This is an optimization exercise on Yosys and OpenROAD, whose aim is small area, a short achievable clock period and few clock cycles per item, not a production implementation.
Where RTL was checked, it was by simulation tests only, not by an equivalence proof against the original.
The RTL of run 3 was laid out without a check of its function.
Power figures rest on the tool's default switching activity, not on a simulated workload.

`design/flow/design.v`:
```
module g2c1_pie_rx (
    input  wire         clk,
    input  wire         rst,           
    input  wire         edge_valid,
    output wire         edge_ready,
    input  wire [31:0]  edge_dur,      
    input  wire         edge_last,     
    input  wire [31:0]  rt_tol,        
    input  wire [31:0]  tr_tol,        
    output wire         res_valid,
    input  wire         res_ready,
    output wire [31:0]  res_flags,
    output wire [31:0]  res_tari,
    output wire [31:0]  res_rtcal,
    output wire [31:0]  res_trcal,
    output wire [31:0]  res_blf,
    output wire [15:0]  res_start,
    output wire [15:0]  res_end,
    output wire [6:0]   res_nbits,
    output wire [63:0]  res_bits,      
    output wire [111:0] res_fields     
);
    localparam [31:0] MAX_SYMBOL = 32'd16384000;    
    localparam [23:0] TARI_MIN   = 24'd409600;      
    localparam [23:0] TARI_MAX   = 24'd1638400;     
    localparam [1:0] P_RT = 2'd0, P_TR = 2'd1, P_DATA = 2'd2;
    function automatic [63:0] csa(input [31:0] a, input [31:0] b, input [31:0] c, input c0);
        begin
            csa[31:0]  = a ^ b ^ c;
            csa[63:32] = {((a & b) | (a & c) | (b & c)), c0};
        end
    endfunction
    reg        b_v, b_gap, b_last;       
    reg [23:0] b_d;
    reg        c_v, c_gap, c_last;       
    reg [23:0] c_d;
    reg [27:0] c_x11;                    
    reg        f_rt, f_tr, f_db, f_tok;  
    reg [23:0] rt_q;
    reg        rt_big;
    reg [24:0] tr_q;
    reg        tr_big;
    reg [28:0] tr10;                     
    reg        fin;          
    reg        out_v;        
    reg        end_last;     
    reg [15:0] idx;          
    reg [15:0] sub_start;
    reg        act;          
    reg [1:0]  phase;
    reg        p_ok;         
    reg [20:0] tari;         
    reg        cal_ok;
    reg        trcal_ok;
    reg [23:0] rtcal;
    reg [23:0] trcal;
    reg [63:0] bits;
    reg [6:0]  nbits;
    reg        bitovf;
    reg [4:0]  crc;
    reg        dst;          
    reg [25:0] dv_x;         
    reg        dv_pre;       
    reg [35:0] dv_q;         
    reg [1:0]  dv_m3;        
    reg        m_ok, m_size, m_crc, m_blf;
    reg [2:0]  m_type;
    reg        o_q, o_qa, o_qr, o_ack;
    wire release_ = out_v && res_ready;
    wire proc     = c_v && !fin;
    wire c_free   = !c_v || proc;
    wire b_adv    = b_v && c_free;
    assign edge_ready = !(b_v && c_v && fin);
    wire run   = proc && !c_gap;           
    wire first = run && !act;              
    wire eg    = run && !c_last && b_v && b_gap;
    wire endc  = (proc && (c_gap ? act : c_last)) || eg;
    wire [23:0] d = b_d;
    wire [23:0] x = c_d;
    wire [63:0] r1a = csa({7'd0, d, 1'b0}, {7'd0, rt_q, 1'b0}, {5'h1f, ~{3'b000, x, 2'b00}}, 1'b1);
    wire [63:0] r1b = csa(r1a[31:0], r1a[63:32], {5'h1f, ~{3'b000, x}}, 1'b1);
    wire        k1;
    g2c1_pie_rx_cyc #(25) u_k1 (.a(r1b[25:1]), .b(r1b[57:33]), .ci(r1b[0]), .co(k1));
    wire        c1  = !(r1b[26] ^ r1b[58] ^ k1);
    wire [63:0] r3a = csa({5'd0, d, 3'b000}, {7'd0, d, 1'b0}, {3'd0, tr10}, 1'b1);
    wire [63:0] r3e = csa(r3a[31:0], r3a[63:32], ~{4'd0, c_x11}, 1'b0);
    wire        k3;
    g2c1_pie_rx_cy #(28) u_k3 (.a(r3e[28:1]), .b(r3e[60:33]), .co(k3));
    wire        c3  = !(r3e[29] ^ r3e[61] ^ k3);
    wire [63:0] r2a = csa({7'd0, x, 1'b0}, {8'd0, x}, {4'hf, ~{4'd0, d}}, 1'b1);
    wire [63:0] r2r = csa(r2a[31:0], r2a[63:32], {8'd0, rt_q}, 1'b0);
    wire [63:0] r2t = csa(r2a[31:0], r2a[63:32], {7'd0, tr_q}, 1'b0);
    wire        k2r, k2t;
    g2c1_pie_rx_cy #(26) u_k2r (.a(r2r[26:1]), .b(r2r[58:33]), .co(k2r));
    g2c1_pie_rx_cy #(26) u_k2t (.a(r2t[26:1]), .b(r2t[58:33]), .co(k2t));
    wire        c2r = !(r2r[27] ^ r2r[59] ^ k2r);
    wire        c2t = !(r2t[27] ^ r2t[59] ^ k2t);
    wire [23:0] xb = (phase == P_RT || !act) ? c_d : rtcal;
    wire        db_c;
    g2c1_pie_rx_cy #(23) u_db (.a(d[22:0]), .b(~xb[23:1]), .co(db_c));
    wire        db = d[23] || db_c;
    wire [28:0] tr10_n;
    assign      tr10_n = {1'b0, tr_q, 3'b000} + {3'b000, tr_q, 1'b0};
    always @(posedge clk) begin
        rt_q   <= rt_tol[23:0];
        rt_big <= |rt_tol[31:24];
        tr_q   <= tr_tol[24:0];
        tr10   <= tr10_n[28:0];
        tr_big <= |tr_tol[31:25];
        if (rst) begin
            b_v <= 1'b0;
            c_v <= 1'b0;
        end else begin
            if (edge_ready) b_v <= edge_valid;
            if (c_free) c_v <= b_v && !eg;
        end
        if (edge_ready) begin
            b_d    <= edge_dur[23:0];
            b_gap  <= (edge_dur > MAX_SYMBOL);
            b_last <= edge_last;
        end
        if (b_adv) begin
            c_d    <= b_d;
            c_x11  <= {1'b0, b_d, 3'b000} + {3'b000, b_d, 1'b0} + {4'd0, b_d};
            c_gap  <= b_gap;
            c_last <= b_last;
            f_rt   <= rt_big || (c1 && c2r);
            f_tr   <= tr_big || (c3 && c2t);
            f_db   <= db;
            f_tok  <= (b_d >= TARI_MIN) && (b_d <= TARI_MAX);
        end
    end
    wire        dr     = bits[59];
    wire        blf_in = dr ? (trcal >= 24'd22) : (trcal >= 24'd9);
    reg  [23:0] dv_msb;
    reg         seen;
    integer     k;
    always @(*) begin
        seen = 1'b0;
        for (k = 23; k >= 0; k = k - 1) begin
            dv_msb[k] = trcal[k] && !seen;
            seen = seen || trcal[k];
        end
    end
    wire        dv_run   = dst && !dv_pre && !dv_q[35];
    wire        dv_ge    = !dv_x[25];
    wire        dv_sub   = dv_ge;
    wire [25:0] dv_xn;
    g2c1_pie_rx_add #(26) u_dv (
        .a  ({dv_x[24:0], 1'b0}),
        .b  (dv_sub ? ~{2'b00, trcal} : {2'b00, trcal}),
        .ci (dv_sub),
        .s  (dv_xn)
    );
    wire [2:0]  dv_t3    = {dv_m3, dv_ge};
    wire        dv_g3    = (dv_t3 >= 3'd3);
    wire [1:0]  dv_m3n   = dv_g3 ? dv_t3[1:0] - 2'd3 : dv_t3[1:0];
    wire        dv_start = act && !dst && !fin && trcal_ok && blf_in &&
                           (bits[63:60] == 4'b1000) && (nbits >= 7'd5);
    wire        dv_ok    = !dst || dv_q[35] || (dv_q[34] && !dv_pre);
    wire        lock = run && !first && (phase == P_RT) && p_ok && f_rt;
    reg        p_ok_n, cal_ok_n, trcal_ok_n, bitovf_n, dst_n;
    reg [1:0]  phase_n;
    reg [20:0] tari_n;
    reg [23:0] rtcal_n, trcal_n;
    reg [63:0] bits_n;
    reg [6:0]  nbits_n;
    reg [4:0]  crc_n;
    always @(*) begin
        if (first) begin
            p_ok_n     = 1'b0;
            cal_ok_n   = 1'b0;
            trcal_ok_n = 1'b0;
            bitovf_n   = 1'b0;
            dst_n      = 1'b0;
            phase_n    = P_RT;
            rtcal_n    = 24'd0;
            trcal_n    = 24'd0;
            bits_n     = 64'd0;
            nbits_n    = 7'd0;
            crc_n      = 5'b01001;
        end else begin
            p_ok_n     = p_ok;
            cal_ok_n   = cal_ok;
            trcal_ok_n = trcal_ok;
            bitovf_n   = bitovf;
            dst_n      = dst || dv_start;
            phase_n    = phase;
            rtcal_n    = rtcal;
            trcal_n    = trcal;
            bits_n     = bits;
            nbits_n    = nbits;
            crc_n      = crc;
        end
        tari_n = tari;
        if (run) begin
            p_ok_n = f_tok;
            case (phase_n)
                P_RT: begin
                    if (lock) begin
                        cal_ok_n = 1'b1;
                        rtcal_n  = c_d;
                        phase_n  = P_TR;
                    end else begin
                        tari_n   = c_d[20:0];
                    end
                end
                P_TR: begin
                    phase_n    = P_DATA;
                    trcal_ok_n = f_tr;
                    if (f_tr) trcal_n = c_d;
                    nbits_n    = {6'd0, !f_tr};
                    bits_n[63] = f_db && !f_tr;
                    if (!f_tr) crc_n = {crc_n[3:0], 1'b0} ^ ((crc_n[4] ^ f_db) ? 5'b01001 : 5'b00000);
                end
                default: begin
                    if (!nbits[6]) begin
                        nbits_n = nbits + 7'd1;
                        bits_n[~nbits[5:0]] = f_db;
                        if (nbits < 7'd22) crc_n = {crc[3:0], 1'b0} ^ ((crc[4] ^ f_db) ? 5'b01001 : 5'b00000);
                    end else begin
                        bitovf_n = 1'b1;
                    end
                end
            endcase
        end
        if (endc && !cal_ok_n) tari_n = 21'd0;
    end
    wire        dat_st = run && !first && (phase == P_DATA) && !nbits[6];
    reg  [63:0] bits_d;
    reg  [4:0]  crc_d;
    always @(*) begin
        bits_d  = first ? 64'd0 : bits;
        crc_d   = crc;
        if (dat_st) begin
            bits_d[~nbits[5:0]] = f_db;
            crc_d   = {crc[3:0], 1'b0} ^ ((crc[4] ^ f_db) ? 5'b01001 : 5'b00000);
        end
    end
    function automatic nge(input [6:0] n, input st, input fst, input [6:0] k);
        nge = !fst && (st ? (n >= k - 7'd1) : (n >= k));
    endfunction
    wire n_ge2  = nge(nbits, dat_st, first, 7'd2);
    wire n_ge4  = nge(nbits, dat_st, first, 7'd4);
    wire n_ge8  = nge(nbits, dat_st, first, 7'd8);
    wire n_ge9  = nge(nbits, dat_st, first, 7'd9);
    wire n_ge17 = nge(nbits, dat_st, first, 7'd17);
    wire n_ge18 = nge(nbits, dat_st, first, 7'd18);
    wire n_ge22 = nge(nbits, dat_st, first, 7'd22);
    reg        q_n, qa_n, qr_n, ack_n, nak_n, size_n;
    always @(*) begin
        q_n = 1'b0; qa_n = 1'b0; qr_n = 1'b0; ack_n = 1'b0; nak_n = 1'b0; size_n = 1'b0;
        if (n_ge2) begin
            case (bits_d[63:62])
                2'b00: if (n_ge4) qr_n = 1'b1; else size_n = 1'b1;
                2'b01: if (n_ge18) ack_n = 1'b1; else size_n = 1'b1;
                2'b10: if (n_ge4) begin
                           if (bits_d[61:60] == 2'b00) begin
                               if (n_ge17) q_n = 1'b1; else size_n = 1'b1;
                           end else if (bits_d[61:60] == 2'b01) begin
                               if (!n_ge9) size_n = 1'b1;
                               else if (bits_d[57:55] == 3'b000 || bits_d[57:55] == 3'b110 ||
                                        bits_d[57:55] == 3'b011) qa_n = 1'b1;
                           end
                       end
                default: if (n_ge8 && bits_d[61:56] == 6'b000000) nak_n = 1'b1;
            endcase
        end
    end
    wire [4:0] crc_f    = (dat_st && nbits < 7'd22) ? crc_d : crc;
    wire       crc_ok_n = n_ge22 && (crc_f == 5'd0);
    wire       blf_in_n = bits_d[59] ? (trcal >= 24'd22) : (trcal >= 24'd9);
    wire       m_blf_n  = q_n && trcal_ok && blf_in_n;
    wire       dv_drop  = endc && (first || !(dst && (nbits >= 7'd17 || (nbits == 7'd16 && dat_st))));
    always @(posedge clk) begin
        if (rst) begin
            fin      <= 1'b0;
            out_v    <= 1'b0;
            act      <= 1'b0;
            end_last <= 1'b0;
            idx      <= 16'd0;
        end else if (release_) begin
            fin   <= 1'b0;
            out_v <= 1'b0;
            act   <= 1'b0;
            idx   <= end_last ? 16'd0 : idx + 16'd1;
        end else if (fin) begin
            if (dv_ok) out_v <= 1'b1;
        end else if (proc) begin
            if (run) act <= 1'b1;
            end_last <= eg ? b_last : c_last;
            if (endc) begin
                fin   <= 1'b1;
                out_v <= dv_ok || dv_drop;
            end
            if (c_gap) begin
                if (!act) idx <= c_last ? 16'd0 : idx + 16'd1;
            end else begin
                idx <= idx + 16'd1;
            end
        end
        if (first) sub_start <= idx;
        p_ok     <= p_ok_n;
        cal_ok   <= cal_ok_n;
        trcal_ok <= trcal_ok_n;
        bitovf   <= bitovf_n;
        dst      <= dst_n;
        phase    <= phase_n;
        tari     <= tari_n;
        rtcal    <= rtcal_n;
        trcal    <= trcal_n;
        bits     <= bits_n;
        nbits    <= nbits_n;
        crc      <= crc_n;
        m_ok   <= q_n | qa_n | qr_n | ack_n | nak_n;
        m_size <= size_n;
        m_type <= {nak_n, qr_n | ack_n, qa_n | ack_n};
        o_q    <= q_n;
        o_qa   <= qa_n;
        o_qr   <= qr_n;
        o_ack  <= ack_n;
        m_crc  <= q_n && crc_ok_n;
        m_blf  <= m_blf_n;
        if (dv_drop) begin
            dv_q  <= {1'b1, 35'd0};
        end else if (dv_start) begin
            dv_x  <= {3'b000, dv_msb[23:1]};
            dv_q  <= dr ? {12'd0, dv_msb} >> 4 : {12'd0, dv_msb} >> 1;
            dv_m3 <= 2'd0;
        end else if (dst && (dv_pre || !dv_q[35])) begin
            dv_x  <= dv_xn;
            if (!dv_pre) begin
                dv_q  <= {dv_q[34:0], dr ? dv_g3 : dv_ge};
                dv_m3 <= dv_m3n;
            end
        end
        dv_pre <= dv_start;
    end
    assign res_valid  = out_v;
    assign res_flags  = {13'd0, m_type, 4'd0, 2'b00, !m_ok, m_size, 1'b0, 1'b0, m_crc, bitovf,
                         m_blf, m_ok, trcal_ok, cal_ok};
    assign res_tari   = {11'd0, tari};
    assign res_rtcal  = {8'd0, rtcal};
    assign res_trcal  = {8'd0, trcal};
    assign res_blf    = dv_q[31:0];
    assign res_start  = sub_start;
    assign res_end    = idx;
    assign res_nbits  = nbits;
    assign res_bits   = bits;
    wire [1:0] qa_updn = (bits[57:55] == 3'b110) ? 2'd1 : (bits[57:55] == 3'b011) ? 2'd2 : 2'd0;
    assign res_fields[15:0]   = ({16{o_ack}} & bits[61:46]) |
                                ({16{o_qr}}  & {14'd0, bits[61:60]}) |
                                ({16{o_qa}}  & {14'd0, bits[59:58]}) |
                                ({16{o_q}}   & {15'd0, bits[59]});
    assign res_fields[31:16]  = ({16{o_q}}  & (16'd1 << bits[58:57])) |
                                ({16{o_qa}} & {14'd0, qa_updn});
    assign res_fields[47:32]  = {15'd0, o_q & bits[56]};
    assign res_fields[63:48]  = {14'd0, {2{o_q}} & bits[55:54]};
    assign res_fields[79:64]  = {14'd0, {2{o_q}} & bits[53:52]};
    assign res_fields[95:80]  = {15'd0, o_q & bits[51]};
    assign res_fields[111:96] = {12'd0, {4{o_q}} & bits[50:47]};
endmodule
module g2c1_pie_rx_cy #(parameter W = 32) (
    input  wire [W-1:0] a,
    input  wire [W-1:0] b,
    output wire         co
);
    function automatic cyw(input [W-1:0] x, input [W-1:0] y);
        reg [W-1:0] g, p;
        integer s, j;
        begin
            g = x & y;
            p = x | y;
            for (s = 1; s < W; s = s * 2)
                for (j = W - 1; j >= s; j = j - 1)
                    if (((W - 1 - j) % (2 * s)) == 0) begin
                        g[j] = g[j] | (p[j] & g[j - s]);
                        p[j] = p[j] & p[j - s];
                    end
            cyw = g[W-1];
        end
    endfunction
    assign co = cyw(a, b);
endmodule
module g2c1_pie_rx_add #(parameter W = 32) (
    input  wire [W-1:0] a,
    input  wire [W-1:0] b,
    input  wire         ci,
    output wire [W-1:0] s
);
    function automatic [W-1:0] addw(input [W-1:0] x, input [W-1:0] y, input c);
        reg [W-1:0] g, p, gg, pp;
        integer l, i, j;
        begin
            g  = x & y;
            p  = x ^ y;
            gg = g;
            pp = p;
            gg[0] = g[0] | (p[0] & c);
            for (l = 1; l < W; l = l * 2)
                for (i = 0; i < W; i = i + 1)
                    if (((i / l) % 2) == 1) begin
                        j = (i / l) * l - 1;
                        gg[i] = gg[i] | (pp[i] & gg[j]);
                        pp[i] = pp[i] & pp[j];
                    end
            addw = p ^ {gg[W-2:0], c};
        end
    endfunction
    assign s = addw(a, b, ci);
endmodule
module g2c1_pie_rx_cyc #(parameter W = 32) (
    input  wire [W-1:0] a,
    input  wire [W-1:0] b,
    input  wire         ci,
    output wire         co
);
    function automatic cyw(input [W-1:0] x, input [W-1:0] y, input c);
        reg [W-1:0] g, p;
        integer s, j;
        begin
            g = x & y;
            p = x | y;
            g[0] = g[0] | (p[0] & c);
            for (s = 1; s < W; s = s * 2)
                for (j = W - 1; j >= s; j = j - 1)
                    if (((W - 1 - j) % (2 * s)) == 0) begin
                        g[j] = g[j] | (p[j] & g[j - s]);
                        p[j] = p[j] & p[j - s];
                    end
            cyw = g[W-1];
        end
    endfunction
    assign co = cyw(a, b, ci);
endmodule
```
`design/flow/flow/run.sh`:
```
#!/bin/bash
# Layout flow: the standard flow (standard synthesis included), with the
# timing repair aiming at a 3.5 ns path instead of stopping at the 10 ns clock,
# and the port buffers made of small buffers. The clock and constraints are
# the design's. Each tool's output is in orfs/logs; make's output in flow.log.
set -euo pipefail
bash standard.sh SETUP_SLACK_MARGIN=6.5 "BUFFER_PORTS_ARGS=-buffer_cell sky130_fd_sc_hd__buf_1" finish > flow.log 2>&1
```
`design/flow/standard.sh`:
```
#!/bin/bash
# synth_recipe.tcl (not shown) runs the flow's synth.tcl, then flattens the netlist and writes it again
# the make line also repeats each setting of config.mk as NAME=value (left out here)
make -C /OpenROAD-flow-scripts/flow DESIGN_CONFIG=/design/flow/config.mk WORK_HOME=/design/flow/orfs CLKGATE_MAP_FILE= SYNTH_SCRIPT=/design/flow/synth_recipe.tcl "${@:-finish}"
```
`design/flow/config.mk`:
```
export PLATFORM = sky130hd
export DESIGN_NAME = g2c1_pie_rx
export DESIGN_NICKNAME = g2c1_pie_rx
export VERILOG_FILES = /design/flow/design.v
export SDC_FILE = /design/flow/constraint.sdc
export NUM_CORES = 4
export LEC_CHECK = 0
export CAP_MARGIN = 20
export CORE_MARGIN = 2
export CORE_UTILIZATION = 55
export CTS_CLUSTER_DIAMETER = 100
export CTS_CLUSTER_SIZE = 24
export PLACE_DENSITY = 0.7
export SLEW_MARGIN = 20
export SYNTH_HIERARCHICAL = 1
export SYNTH_MINIMUM_KEEP_SIZE = 0
```
`design/flow/constraint.sdc`:
```
create_clock -name core_clock -period 10.0 [get_ports {clk}]
set_input_delay 2.0000 -clock core_clock [delete_from_list [all_inputs] [get_ports {clk}]]
set_output_delay 2.0000 -clock core_clock [all_outputs]
set_load 0.01 [all_outputs]
```
==> results of run 1 <==
cell type report:
class	count	share of cell area, %
multi-input cells	2110	51.18
flip-flops and latches	428	32.04
repair buffers	472	7.980
inverters	318	3.890
well taps	672	2.726
clock buffers	34	2.000
clock inverters	4	0.1623
repair inverters	1	0.01623
final timing paths:
kind	startpoint	endpoint	slack (ps)	cells past startpoint
worst max register to register	phase[1]	f_db	6350	8
worst min register to register	tr_q[1]	tr10[2]	390	0
worst min-delay path	tr_q[1]	tr10[2]	390	0
worst max-delay path	phase[1]	f_db	6350	8
critical path: stages (launching register included):
cell,delay [ps]
sky130_fd_sc_hd__dfxtp_1,480
sky130_fd_sc_hd__o21ai_4,880
sky130_fd_sc_hd__mux2i_1,360
sky130_fd_sc_hd__a22o_2,320
sky130_fd_sc_hd__a221oi_2,170
sky130_fd_sc_hd__a211oi_1,100
sky130_fd_sc_hd__o41ai_1,480
sky130_fd_sc_hd__o311ai_1,260
sky130_fd_sc_hd__or2_2,330
report_power, final:
part	internal (uW)	switching, uW	total, uW	leakage [uW]
Clock	450	590	1040	0.000326
Combinational	556	768	1320	0.00872
Sequential	1920	114	2030	0.00367
Total	2920	1470	4390	0.0127
cell usage in the layout (no fill, tap or decap), types with 12 or more instances in the layout:
| cell | netlist | layout |
|---|---|---|
| sky130_fd_sc_hd__buf_1 | 12 | 342 |
| sky130_fd_sc_hd__nor2b_1 | 12 | 12 |
| sky130_fd_sc_hd__o211ai_1 | 65 | 65 |
| sky130_fd_sc_hd__nand2b_1 | 19 | 18 |
| sky130_fd_sc_hd__dfxtp_2 | 0 | 12 |
| sky130_fd_sc_hd__ha_1 | 91 | 85 |
| sky130_fd_sc_hd__a22oi_1 | 27 | 24 |
| sky130_fd_sc_hd__and3_1 | 18 | 18 |
| sky130_fd_sc_hd__edfxtp_1 | 128 | 128 |
| sky130_fd_sc_hd__dfxtp_1 | 300 | 283 |
| sky130_fd_sc_hd__or3_1 | 18 | 17 |
| sky130_fd_sc_hd__nand4_1 | 13 | 13 |
| sky130_fd_sc_hd__nand3_1 | 68 | 67 |
| sky130_fd_sc_hd__nor3_1 | 47 | 46 |
| sky130_fd_sc_hd__a311oi_1 | 28 | 28 |
| sky130_fd_sc_hd__inv_1 | 316 | 307 |
| sky130_fd_sc_hd__buf_4 | 170 | 106 |
| sky130_fd_sc_hd__a31oi_1 | 31 | 29 |
| sky130_fd_sc_hd__a21o_1 | 30 | 30 |
| sky130_fd_sc_hd__o22a_1 | 12 | 12 |
| sky130_fd_sc_hd__nor2_1 | 173 | 172 |
| sky130_fd_sc_hd__nand2_1 | 305 | 300 |
| sky130_fd_sc_hd__o21a_1 | 13 | 13 |
| sky130_fd_sc_hd__nor4_1 | 24 | 24 |
| sky130_fd_sc_hd__o22ai_1 | 43 | 42 |
| sky130_fd_sc_hd__xor2_1 | 27 | 26 |
| sky130_fd_sc_hd__a211oi_1 | 18 | 16 |
| sky130_fd_sc_hd__fa_1 | 191 | 187 |
| sky130_fd_sc_hd__xnor2_1 | 73 | 73 |
| sky130_fd_sc_hd__a21oi_1 | 152 | 147 |
| sky130_fd_sc_hd__o21ai_0 | 195 | 194 |
| sky130_fd_sc_hd__o31ai_1 | 25 | 25 |
| sky130_fd_sc_hd__and2_1 | 42 | 41 |
| sky130_fd_sc_hd__mux2i_1 | 28 | 28 |
| sky130_fd_sc_hd__clkbuf_16 | 0 | 23 |
| sky130_fd_sc_hd__or2_2 | 14 | 14 |
| sky130_fd_sc_hd__conb_1 | 2 | 139 |
Yosys cell counts, types with 73 or more instances:
cell type	instances
sky130_fd_sc_hd__edfxtp_1	128
sky130_fd_sc_hd__a21oi_1	152
sky130_fd_sc_hd__ha_1	91
sky130_fd_sc_hd__nand2_1	305
sky130_fd_sc_hd__nor2_1	173
sky130_fd_sc_hd__clkbuf_1	93
sky130_fd_sc_hd__dfxtp_1	300
sky130_fd_sc_hd__o21ai_0	195
sky130_fd_sc_hd__xnor2_1	73
sky130_fd_sc_hd__fa_1	191
sky130_fd_sc_hd__buf_4	170
sky130_fd_sc_hd__inv_1	316
kinds of logic (layout without fill, tap and decap cells):
logic type	after synthesis	count (layout)	synth area share [%]
and+or+nand+nor	799	799	13.61
buffers and inverters	600	829	10.49
adders and majority gates	296	296	18.44
other	2	139	0.02711
xor gates and xnor gates	100	100	3.162
DFF	428	428	35.55
muxes	30	30	1.093
AOI/OAI and AO/OA	745	746	17.63
metrics by stage:
stage                     cells  hold slack (ps)
after global placement     3885            384.0
after detailed placement   3885            378.7
after CTS                  4007            394.8
after floorplan            3137            347.1
final                      4039            393.8
after global routing       4039            402.4
flip-flops by register name (all words and copies together) (netlist names), 7 cells and up:
register and cells:
bits 64, dv_q 36, c_x11 28, tr10 28, dv_x 26, tr_q 25
b_d 24, rt_q 24, rtcal 24, trcal 24, c_d 23, tari 21
idx 16, sub_start 16, nbits 7
repair_timing:
| item | CTS | global route |
|---|---|---|
| buffers inserted | 80 | 32 |
| cloned | 4 | 0 |
| endpoints found under the setup margin | 139 | 85 |
| resized for setup | 42 | 61 |
| hold buffers | 0 | 0 |
| pin swaps | 1 | 27 |
per-layer routing:
layer  vias up  track usage [%]  share of wire [%]
met2      1022            49.08                 47
met1     11280            39.94                 41
li1      10810                -                  -
met5         -                0                  0
met3       177            3.368                7.6
met4         0            11.01                4.0
==> impl.org, run 1 <==
** Power and ir drop
- Overall power of the completed layout :: 4393 uW
- VDD IR-drop max :: 0.0001477 V
- Areal power density over the cells :: 142.4 nW/um^2
- Leakage power summed over all cells :: 0.01272 uW

** Floorplan
- For this design the top-level I/O count stands at 478.
- DIE AREA :: 52,180 um^2
- The total area inside the core boundary comes to 49,970 um^2.
- Die width :: 228.4 um
- Effective utilization at floorplan :: 55.44%
- In this run the core area contains 82 standard-cell rows.
- In this run the vertical extent of the chip is 228.4 um.

** Synth
- Sequential cells were found to cover 35.55% of the synthesized design area.
- The synthesized design devotes to its leading area cell type 21.68% of total area.
- After synthesis, the share of flip-flops with an asynchronous set or reset is 0%.
- Area of the mapped netlist :: 27,700 um^2
- By area the synthesized netlist is led by sky130_fd_sc_hd__dfxtp_1 (22%), sky130_fd_sc_hd__edfxtp_1 (14%), sky130_fd_sc_hd__fa_1 (14%).
- Post-synth top area cell :: sky130_fd_sc_hd__dfxtp_1
- The netlist uses 102 different library cells.
- Most used flip-flop cell after synthesis :: sky130_fd_sc_hd__dfxtp_1
- Average footprint of a synthesized cell :: 9.234 um^2
- The Yosys step of the flow raised 12 warnings.
- Cell count after synthesis :: 3,000
- Count of flip-flops with a built-in enable after synthesis :: 128
- Number of register bits inferred by synthesis :: 428

** Cells and area
- Final core occ :: 61.73%
- Counting the fill cells in the layout gives 4,336.
- Post-route cell area :: 30,840 um^2
- The area growth from synthesis to layout is 11.33%.
- In the final layout, the multi-input gates occupy 15,790 um^2.
- Ratio of cells with drive above 1 in the final layout :: 8.583%
- 0 antenna diodes ended up in the layout.
- In the final layout, flip-flops and latches occupy 9883 um^2.
- After the last flow step, the layout net total stands at 3,736.

** Critical path
- Startpoint Class :: register
- Crit path max fanout :: 26
- CP arrival :: 3990 ps
- Data on the critical path is required at its endpoint by 10,330 ps.
- The critical path is of the register to register type.
- The worst setup path is captured at a register.

** Clocking
- CTS saw 428 sinks.
- CTS built an H-tree with a depth of 1.
- At the later pin of the worst-skew pair, clock insertion delay measures 580 ps.
- TritonCTS built the clock tree.
- CTS max path bufs :: 3
- CTS root buf :: sky130_fd_sc_hd__clkbuf_16
- Counting the buffers created by CTS gives 22.
- Clock-pin slew was measured on the worst setup and hold paths at 100 ps.

** STA
- Adding up every negative setup slack in the final design gives 0 ps.
- The number of max-slew violations in the final report was 0.
- The number of hold violations in the final report is 0.
- Minimum period implied by the final worst setup slack :: 3653 ps
- For the pin with the worst max-slew slack, the measured transition is 1053 ps.
- Setup Skew :: 14.86 ps
- RSZ-0062 raised after global routing :: true
- Number of setup violations in the final report :: 0
- Max_slew headroom :: 29.53%
- Share of the clock period used by the worst path :: 36.53%
- Max Freq :: 0.2737 GHz
- Final worst setup slack :: 6347 ps

** Global routing
- Overall fraction of global-route tracks in use :: 29.54%
- Antenna violations before repair :: 0
- The first global-routing pass estimated 122.5 mm of wire.
- Number of global-route vias before repair :: 22,450
- Remaining Overflow, GRT :: 0
- Entering global routing, the biggest net connects 96 pins.

** Routing
- Using the TritonRoute via totals, the vias-per-cell ratio works out to 5.766.
- In the final routed layout, each cell accounts on average for 19.69 um.
- The detail route stage leaves a number of antenna-violating nets equal to 0.
- Number of DRC markers after the initial detailed-route iteration :: 1,850
- First-pass DRT Iterations :: 5
- The routed layout has 23,290 vias.
- Final wirelength :: 79.51 mm
- In the routed design, unresolved DRC markers number 0.

** Placed design
- The count of buffers added on input and output ports is 347.
- The HPWL after detailed placement is 58.95 mm.
- Dpl ws :: 5751 ps
- Routability-driven placement finished with a final weighted congestion of 0.9571.
- Area post-placement :: 28,790 um^2

** Flow run
- Across the run, the number of max-cap violations was 0.

** Hold path
- The min-delay analysis places its worst path in the category register to register.

** Outcome
- The run finished with no timing, DRC or antenna violations.
Testbench counts, summed over its fixed seeds: cycles 21,124, items 1,191.
==> run 2, diff against run 1 <==
==> design/flow/flow/run.sh (replaced) <==
#!/bin/bash
# Layout flow: the standard flow (standard synthesis included), with the
# timing repair aiming at a 3.5 ns path instead of stopping at the 10 ns clock,
# the port buffers made of small buffers, and one tie cell per constant value
# (not one per constant pin). The clock and constraints are the design's.
# Each tool's output is in orfs/logs; make's output in flow.log.
set -euo pipefail
bash standard.sh SETUP_SLACK_MARGIN=6.5 "BUFFER_PORTS_ARGS=-buffer_cell sky130_fd_sc_hd__buf_1" SKIP_REPAIR_TIE_FANOUT=1 finish > flow.log 2>&1
==> impl.org, run 2 <==
** Synth
- Most used flip-flop cell after synthesis :: sky130_fd_sc_hd__dfxtp_1
- Number of register bits inferred by synthesis :: 428
- Fraction of synthesized cell area taken by the top area cell type :: 21.68%
- Ranked by total cell area, the synthesized netlist is headed by sky130_fd_sc_hd__dfxtp_1 (22%), sky130_fd_sc_hd__edfxtp_1 (14%), sky130_fd_sc_hd__fa_1 (14%).
- Most instantiated library cell after synthesis :: sky130_fd_sc_hd__inv_1
- During synthesis, Yosys emitted a total of 12 warnings.
- Area of the mapped netlist :: 27,700 um^2
- Async S/R FF share, synth :: 0%
- Distinct cell type count after synthesis :: 102
- Counting flops with a built-in enable in the synthesized netlist gives 128.
- Each instance of the synthesized netlist takes up on average 9.234 um^2.
- Of all cell types, the one taking the most synthesized area is sky130_fd_sc_hd__dfxtp_1.
- Cell types with the highest counts after synthesis :: sky130_fd_sc_hd__inv_1 (316), sky130_fd_sc_hd__nand2_1 (305), sky130_fd_sc_hd__dfxtp_1 (300), sky130_fd_sc_hd__o21ai_0 (195), sky130_fd_sc_hd__fa_1 (191)
- Cell count after synthesis :: 3,000
- Sequential share of the synthesized area :: 35.55%

** Routing
- The count of nets left with antenna violations once routing finished came out at 0.
- Summing over every cut layer, the via total after detailed routing is 23,040.
- In this run, the number of DRC markers left after iteration 0 of detailed routing was 2,431.
- Mean routed wirelength per cell :: 20.68 um
- For this run, the detailed router's first-pass iteration total came to 6.
- Post-route DRC violation count :: 0
- Via density per instance :: 5.866
- The final layout contains routed wiring with a total length of 81.22 mm.

** Critical path
- Crit path max fanout :: 3
- Worst Path Class, Setup :: register to output pin
- For the worst setup path, the data required time is 8000 ps.
- The most critical setup path has its startpoint at bits[59].
- The worst register-to-register path begins at b_d[3].
- STA puts the critical path data arrival time at 1550 ps.
- Startpoint Class :: register
- STA classifies the critical path endpoint as an output pin.

** Cells and area
- Leaving out fill and tap cells, the most frequent cell in the layout is sky130_fd_sc_hd__buf_1.
- Largest Register :: bits
- Most used cells in the layout excluding fill and tap cells :: sky130_fd_sc_hd__buf_1 (344), sky130_fd_sc_hd__inv_1 (310), sky130_fd_sc_hd__nand2_1 (301)
- Cells with a size suffix above 1 make up 9.521% of the layout.
- Cells fill 61.12% of the core in the end.
- Antenna cell count :: 0
- Max FFs per register :: 64
- Top Registers :: bits: 64 flops, dv_q: 36 flops
- Synthesis-to-layout area growth :: 10.24%
- # fillers :: 4,330
- Post-route cell area :: 30,540 um^2
- Number of nets at the end of the flow :: 3,626

** Floorplan
- Die width :: 228.4 um
- Core footprint :: 49,970 um^2
- Effective utilization at floorplan :: 55.44%
- Ports :: 478
- Site Rows :: 82
- The floorplan step defined a die boundary enclosing 52,180 um^2.
- The die is 228.4 um tall.

** Global routing
- Antenna violations before repair :: 1
- Entering global routing, the biggest net connects 132 pins.
- Number of global-route vias before repair :: 22,210
- For this run the aggregate overflow at the end of global routing stands at 0.
- Overall fraction of global-route tracks in use :: 30.21%
- First-pass GRT wire length :: 125.2 mm

** Clocking
- CTS max path bufs :: 3
- Number of buffers added by the clock tree synthesis step :: 22
- Total clock sinks :: 428
- CTS root buf :: sky130_fd_sc_hd__clkbuf_16
- Clock transition at path regs :: 100 ps
- CTS built an H-tree with a depth of 1.
- Clock tree from TritonCTS :: built
- For the worst-skew pair, the clock arrives at the later sink with an insertion delay of 610 ps.

** Placed design
- Area post-placement :: 28,290 um^2
- Buffers on Ports :: 347
- The wire-length estimate of the detail-placed layout is 60.78 mm.
- Routability-driven placement finished with a final weighted congestion of 0.9387.

** Flow run
- Max-cap violations :: 0

** STA
- Max Freq :: 0.2813 GHz
- Max_slew headroom :: 39.68%
- Number of pins with negative max-slew slack in the final report :: 0
- Minimum period implied by the final worst setup slack :: 3555 ps
- Final hold viol count :: 0
- Setup TNS :: 0 ps
- Setup repair after global routing could not meet its margin everywhere.
- At the pin with the least slew margin, the transition time is 896.6 ps.
- Number of setup violations in the final report :: 0
- Hold is met by 404.5 ps.
- Dividing the final minimum period by the clock period gives 35.55%.
- The clock arrives with 57.07 ps of skew.

** Hold path
- Hold Crit Start :: tr_q[1]
- The path class of the tightest hold or removal check is register to register.

** Power and ir drop
- For this design the static power due to leakage is 0.01240 uW.
- Areal power density over the cells :: 143.5 nW/um^2
- Overall power of the completed layout :: 4382 uW
- IR analysis of the VDD net gives a maximum drop of 0.0001260 V.

** Outcome
- Run status :: timing/DRC/antenna clean
## run 2: worst max-delay path, stage by stage (launching register included)
cell                       delay (ps)
sky130_fd_sc_hd__dfxtp_4          360
sky130_fd_sc_hd__buf_12           120
sky130_fd_sc_hd__a222oi_1         260
sky130_fd_sc_hd__inv_1             90
sky130_fd_sc_hd__buf_2            140
## run 2: per-layer routing
layer	vias up	wire [um]	global-route usage, %
met5	-	0	0
met4	0	2550	8.762
met3	133	6360	4.541
met2	949	38320	49.32
met1	11250	33990	41.86
li1	10710	-	-
## run 2: metrics by stage
stage	worst slack, ps	cells
floorplan	6569	3000
global placement	5974	3750
detailed placement	5966	3750
CTS	6433	3865
global route	6331	3928
finish	6445	3928
## run 2: cell families after synthesis
group	share of synthesized area, %
AOI/OAI and AO/OA	17.63
muxes	1.093
adders and majority gates	18.44
other	0.02711
xor gates and xnor gates	3.162
and+or+nand+nor	13.61
DFF	35.55
buffers and inverters	10.49
## run 2: path summary, 6_finish.rpt
kind,endpoint,cells past startpoint,slack [ps]
max,res_fields[1],4,6450
min reg2reg,tr10[2],0,400
max reg2reg,f_rt,11,6540
min,tr10[2],0,400
## run 2: cell type report
type	instances	area [um^2]	area share, %
Inverter	318	1196	3.917
Multi-Input combinational cell	1973	15270	50.01
Clock inverter	5	51.30	0.1680
Tap cell	672	840.8	2.753
Timing Repair Buffer	500	2705	8.857
Sequential cell	428	9884	32.37
Clock buffer	32	588.1	1.926
## run 2: power by group
group          switching, uW  total [uW]  internal [uW]
Clock                    591        1010            421
Sequential               119        2030           1920
Combinational            782        1340            554
Total                   1490        4380           2890
## run 2: what timing repair did
action                                  4_1_cts  5_1_grt
gates resized for setup                      38       65
setup buffers                                75       62
pin swaps                                     1       28
hold buffers                                  0        0
gates cloned                                  3        1
endpoints found under the setup margin      101       74
==> run 3, diff against run 2 <==
--- a/design/flow/design.v
+++ b/design/flow/design.v
@@ -66,6 +66,8 @@
     reg        m_ok, m_size, m_crc, m_blf;
     reg [2:0]  m_type;
     reg        o_q, o_qa, o_qr, o_ack;
+    reg [1:0]  o_f0;                     
+    reg [3:0]  o_f1;                     
     wire release_ = out_v && res_ready;
     wire proc     = c_v && !fin;
     wire c_free   = !c_v || proc;
@@ -319,6 +321,10 @@
         o_qa   <= qa_n;
         o_qr   <= qr_n;
         o_ack  <= ack_n;
+        o_f0   <= {(ack_n & bits_d[47]) | (qr_n & bits_d[61]) | (qa_n & bits_d[59]),
+                   (ack_n & bits_d[46]) | (qr_n & bits_d[60]) | (qa_n & bits_d[58]) | (q_n & bits_d[59])};
+        o_f1   <= ({4{q_n}} & (4'd1 << bits_d[58:57])) |
+                  {2'b00, qa_n & (bits_d[57:55] == 3'b011), qa_n & (bits_d[57:55] == 3'b110)};
         m_crc  <= q_n && crc_ok_n;
         m_blf  <= m_blf_n;
         if (dv_drop) begin
@@ -347,13 +353,8 @@
     assign res_end    = idx;
     assign res_nbits  = nbits;
     assign res_bits   = bits;
-    wire [1:0] qa_updn = (bits[57:55] == 3'b110) ? 2'd1 : (bits[57:55] == 3'b011) ? 2'd2 : 2'd0;
-    assign res_fields[15:0]   = ({16{o_ack}} & bits[61:46]) |
-                                ({16{o_qr}}  & {14'd0, bits[61:60]}) |
-                                ({16{o_qa}}  & {14'd0, bits[59:58]}) |
-                                ({16{o_q}}   & {15'd0, bits[59]});
-    assign res_fields[31:16]  = ({16{o_q}}  & (16'd1 << bits[58:57])) |
-                                ({16{o_qa}} & {14'd0, qa_updn});
+    assign res_fields[15:0]   = {{14{o_ack}} & bits[61:48], o_f0};
+    assign res_fields[31:16]  = {12'd0, o_f1};
     assign res_fields[47:32]  = {15'd0, o_q & bits[56]};
     assign res_fields[63:48]  = {14'd0, {2{o_q}} & bits[55:54]};
     assign res_fields[79:64]  = {14'd0, {2{o_q}} & bits[53:52]};
==> impl.org, run 3 <==
** Synth
- Cell types with the highest counts after synthesis :: sky130_fd_sc_hd__inv_1 (313), sky130_fd_sc_hd__dfxtp_1 (304), sky130_fd_sc_hd__nand2_1 (281), sky130_fd_sc_hd__fa_1 (191), sky130_fd_sc_hd__o21ai_0 (182)
- Fraction of synthesized cell area taken by the top area cell type :: 21.76%
- Number of register bits inferred by synthesis :: 432
- Most instantiated library cell after synthesis :: sky130_fd_sc_hd__inv_1
- Average footprint of a synthesized cell :: 9.293 um^2
- Area of the mapped netlist :: 27,970 um^2
- Count of flip-flops with a built-in enable after synthesis :: 128
- Total number of yosys warnings :: 12
- For this run, the register share of the synthesized area comes to 35.50%.
- Most used flip-flop cell after synthesis :: sky130_fd_sc_hd__dfxtp_1
- Cell types with the largest area share after synthesis :: sky130_fd_sc_hd__dfxtp_1 (22%), sky130_fd_sc_hd__edfxtp_1 (14%), sky130_fd_sc_hd__fa_1 (14%)
- Async S/R FF share, synth :: 0%
- Cell count after synthesis :: 3,010
- Distinct cell type count after synthesis :: 105
- Summed over all instances, the cell type with the most area after synthesis is sky130_fd_sc_hd__dfxtp_1.

** Power and ir drop
- Net switching is 34.37% of the power.
- Summed over all cells, the static leakage comes to 0.01213 uW.
- Combinational cells account for 31.2% of the total power.
- Net switching power :: 1544 uW
- Relative contribution of sequential cells to total power :: 45.3%
- For this design the ratio of total power to cell area is 147.5 nW/um^2.
- IR analysis of the VDD net gives a maximum drop of 0.0001131 V.
- Of the total power, the clock network draws 23.5%.
- Overall power of the completed layout :: 4494 uW
- Internal power comes to 2950 uW.

** Outcome
- The flow ran to the end and the layout has no timing, DRC or antenna violations.

** Global routing
- Global routing finished with a remaining overflow of 0.
- The first global-routing pass estimated 124.2 mm of wire.
- Number of global-route vias before repair :: 22,580
- Antenna violations before repair :: 1
- Pin count of the biggest net entering global routing :: 132
- For this run, the total global-route usage over all layers was measured as 29.68%.

** Hold path
- The path with the worst hold slack has its endpoint at tr10[1].
- The tightest min-delay check is of the register to register type.
- The worst hold path was traced through 0 stages.
- The worst hold path begins at tr_q[0].

** Critical path
- Of all nets on the critical path, the largest fanout is 4.
- The worst setup path is captured at a register.
- Among the stages of the critical path, the cell type that occurs most often is sky130_fd_sc_hd__ha_1.
- Measured in cells, the most critical reg-to-reg path has a length of 12.
- Worst path required time :: 10,340 ps
- The signal on the critical path passes through buf_4 > ha_1 > ha_1 > fa_2 > a211oi_2 > nor2_2 > a2111oi_4 > o41ai_4 > a31o_2 > a21oi_2 > o31ai_1 > xnor2_1.
- The number of buffers and inverters on the critical path is 1.
- CP max stage delay :: 500 ps
- Worst Path Class, Setup :: register to register
- Worst reg2reg startpoint :: b_d[2]
- The endpoint identified for the worst register-to-register timing path is c_x11[26].
- Critical-path cell with the highest stage delay :: sky130_fd_sc_hd__edfxtp_1
- STA classifies the critical path startpoint as a register.
- Crit path max-delay family :: compound AO/OA/AOI/OAI gates
- Worst-case register-to-register setup slack :: 6430 ps
- Data on the critical path arrives at its endpoint at 3920 ps.

** Floorplan
- Ports :: 478
- Site Rows :: 82
- DIE AREA :: 52,680 um^2
- From left edge to right edge, the die measures 229.5 um.
- The total area inside the core boundary comes to 50,170 um^2.
- In this run the vertical extent of the chip is 229.5 um.
- Effective utilization at floorplan :: 55.76%

** Clocking
- In this run the number of H-tree levels came out at 1.
- Clock latency of the later-clocked register in the worst-skew pair :: 580 ps
- In this run, CTS created clock tree buffers numbering 23.
- For this design, the sink count on the clock tree is 432.
- CTS max path bufs :: 3
- Post-cts hold buffer count :: 0
- TritonCTS built the clock tree.
- CTS placed an instance of sky130_fd_sc_hd__clkbuf_16 at the clock tree root.
- Clock-pin slew was measured on the worst setup and hold paths at 100 ps.

** Placed design
- Placed cell count :: 3,759
- Final GP Congestion :: 0.9723
- Buffers on Ports :: 347
- Once detailed placement completed, the half-perimeter wirelength came to 59.39 mm.

** STA
- RSZ-0062 raised after global routing :: true
- Minimum period implied by the final worst setup slack :: 3575 ps
- Setup Skew :: 24.92 ps
- Setup TNS :: 0 ps
- Dividing the final minimum period by the clock period gives 35.75%.
- Final hold viol count :: 0
- For this run, the top clock speed supported by timing is 0.2798 GHz.
- Number of pins with negative max-slew slack in the final report :: 0
- Number of setup violations in the final report :: 0
- WHS :: 406.0 ps
- The worst pin sits at a relative slew slack of 32.73%.
- Worst-Margin Slew :: 1007 ps

** Cells and area
- Top Registers :: bits: 64 flops, dv_q: 36 flops
- Synthesis-to-layout area growth :: 8.941%
- Of the cells placed in the final design, the portion with a size suffix greater than 1 is 8.958%.
- The number of antenna diodes in the final layout is 0.
- bits holds more flip-flops than any other register.
- Final core occ :: 60.74%
- For this run, the post-layout net count is 3,584.
- Commonest non-fill, non-tap cell in the layout :: sky130_fd_sc_hd__buf_1
- Leaving out fill and tap cells, the most frequent cells in the layout are sky130_fd_sc_hd__buf_1 (347), sky130_fd_sc_hd__inv_1 (303), sky130_fd_sc_hd__dfxtp_1 (293).
- Max FFs per register :: 64
- Number of standard cells in the layout, taps in and fillers out :: 3,887

** Routing
- In this run, the number of DRC markers left after iteration 0 of detailed routing was 2,128.
- Post-route DRC violation count :: 0
- First-pass DRT Iterations :: 5
- Antenna Violating Nets Remaining :: 0
- Detailed routing inserted a total of 23,150 vias.
- Mean routed wirelength per cell :: 20.67 um
- Final wirelength :: 80.35 mm
- In the routed layout, each cell is associated on average with a via count of 5.956.

** Flow run
- Max-cap violations :: 0
## run 3: cell types whose count changed in the layout (fill, tap and decap cells not counted), sizes merged, moves of 10 or more
cell    delta
o21ai     -10
nand3     +14
buf       -46
nor2      -12
nand2     -23
a22oi     +13
a21oi     +11
a311oi    -23
## run 3: logic make-up after synthesis
group	after synthesis	synth area share (%)
adders and majority gates	296	18.26
DFF	432	35.50
other	2	0.02685
xor gates and xnor gates	99	3.100
muxes	35	1.257
buffers and inverters	605	10.56
AOI/OAI and AO/OA	759	17.75
and+or+nand+nor	782	13.56
## run 3: power by group through the flow
stage	combinational (uW)	sequential, uW	clock (uW)
finish	1400	2040	1060
global route	1560	2050	1130
CTS	1300	2030	1070
detailed placement	1220	2090	0
global placement	1170	2090	0
floorplan	981	2050	0
## run 3: layout make-up
cell class,count,area [um^2]
inverter,318,1200
multi-input combinational,1975,15540
fill,4323,19700
sequential,432,9948
tap,672,840.8
clock buffer,34,636.9
clock inverter,5,48.80
timing repair buffer,451,2257
## run 3: repair_timing
| item | CTS | global route |
|---|---|---|
| setup endpoints to repair | 239 | 119 |
| buffers inserted | 70 | 16 |
| gates resized for setup | 48 | 99 |
| pin swaps | 18 | 46 |
| cloned | 1 | 2 |
## run 3: metal layers
layer | vias to the layer above | share of wire (%) | global-route usage (%)
li1 | 10660 | - | -
met1 | 11360 | 42 | 41.16
met2 | 978 | 47 | 48.68
met3 | 156 | 7.5 | 3.299
met4 | 0 | 3.4 | 9.639
met5 | - | 0 | 0
## run 3: worst max path at each step
stage / slack [ps] / start / cells past startpoint / to
detailed placement: 5090 / c_gap / 8 / dv_x[1]
global route: 6380 / b_d[2] / 12 / c_x11[26]
finish: 6430 / b_d[2] / 12 / c_x11[26]
global placement: 5260 / fin / 8 / dv_x[1]
CTS: 6460 / b_d[5] / 11 / c_x11[25]
floorplan: 6370 / b_d[3] / 10 / c_x11[26]
## run 3: stage by stage
stage                     worst slack, ps  instance area, um^2
after floorplan                      6371                28000
after global placement               5262                28550
after detailed placement             5091                28550
after CTS                            6460                29960
after global routing                 6382                30470
final                                6425                30470

==> what the ideal ports hide <==
Ports are ideal in the flow. The routed layouts listed here were re-timed in OpenROAD. Step 1: set_driving_cell puts a clkbuf_16 on clk and a buf_2 on each other input, an assumption about the parent block. Step 2 moves the port delays by t, midway between the first and last clock arrival at a register: inputs arrive t later, outputs are due t later. That takes back most of the time a late clock gives input paths. Three values: ideal, step 1, step 2; two values: the first two.
run | shift t [ns] | setup slack, ns | worst hold slack (ns) | clock arrival spread, ns
run 1 | 0.631 | 6.347 / 6.347 / 6.091 | 0.394 / 0.394 / 0.394 | 0.016 / 0.016
run 2 | 0.637 | 6.445 / 6.384 / 6.200 | 0.404 / 0.404 / 0.404 | 0.057 / 0.057
run 3 | 0.630 | 6.425 / 6.425 / 6.126 | 0.406 / 0.406 / 0.406 | 0.031 / 0.030
After both steps setup and hold are still met in every run listed. The setup slack of run 3, which loses most, moves by 0.000 ns with the drivers and by -0.299 ns with both steps.
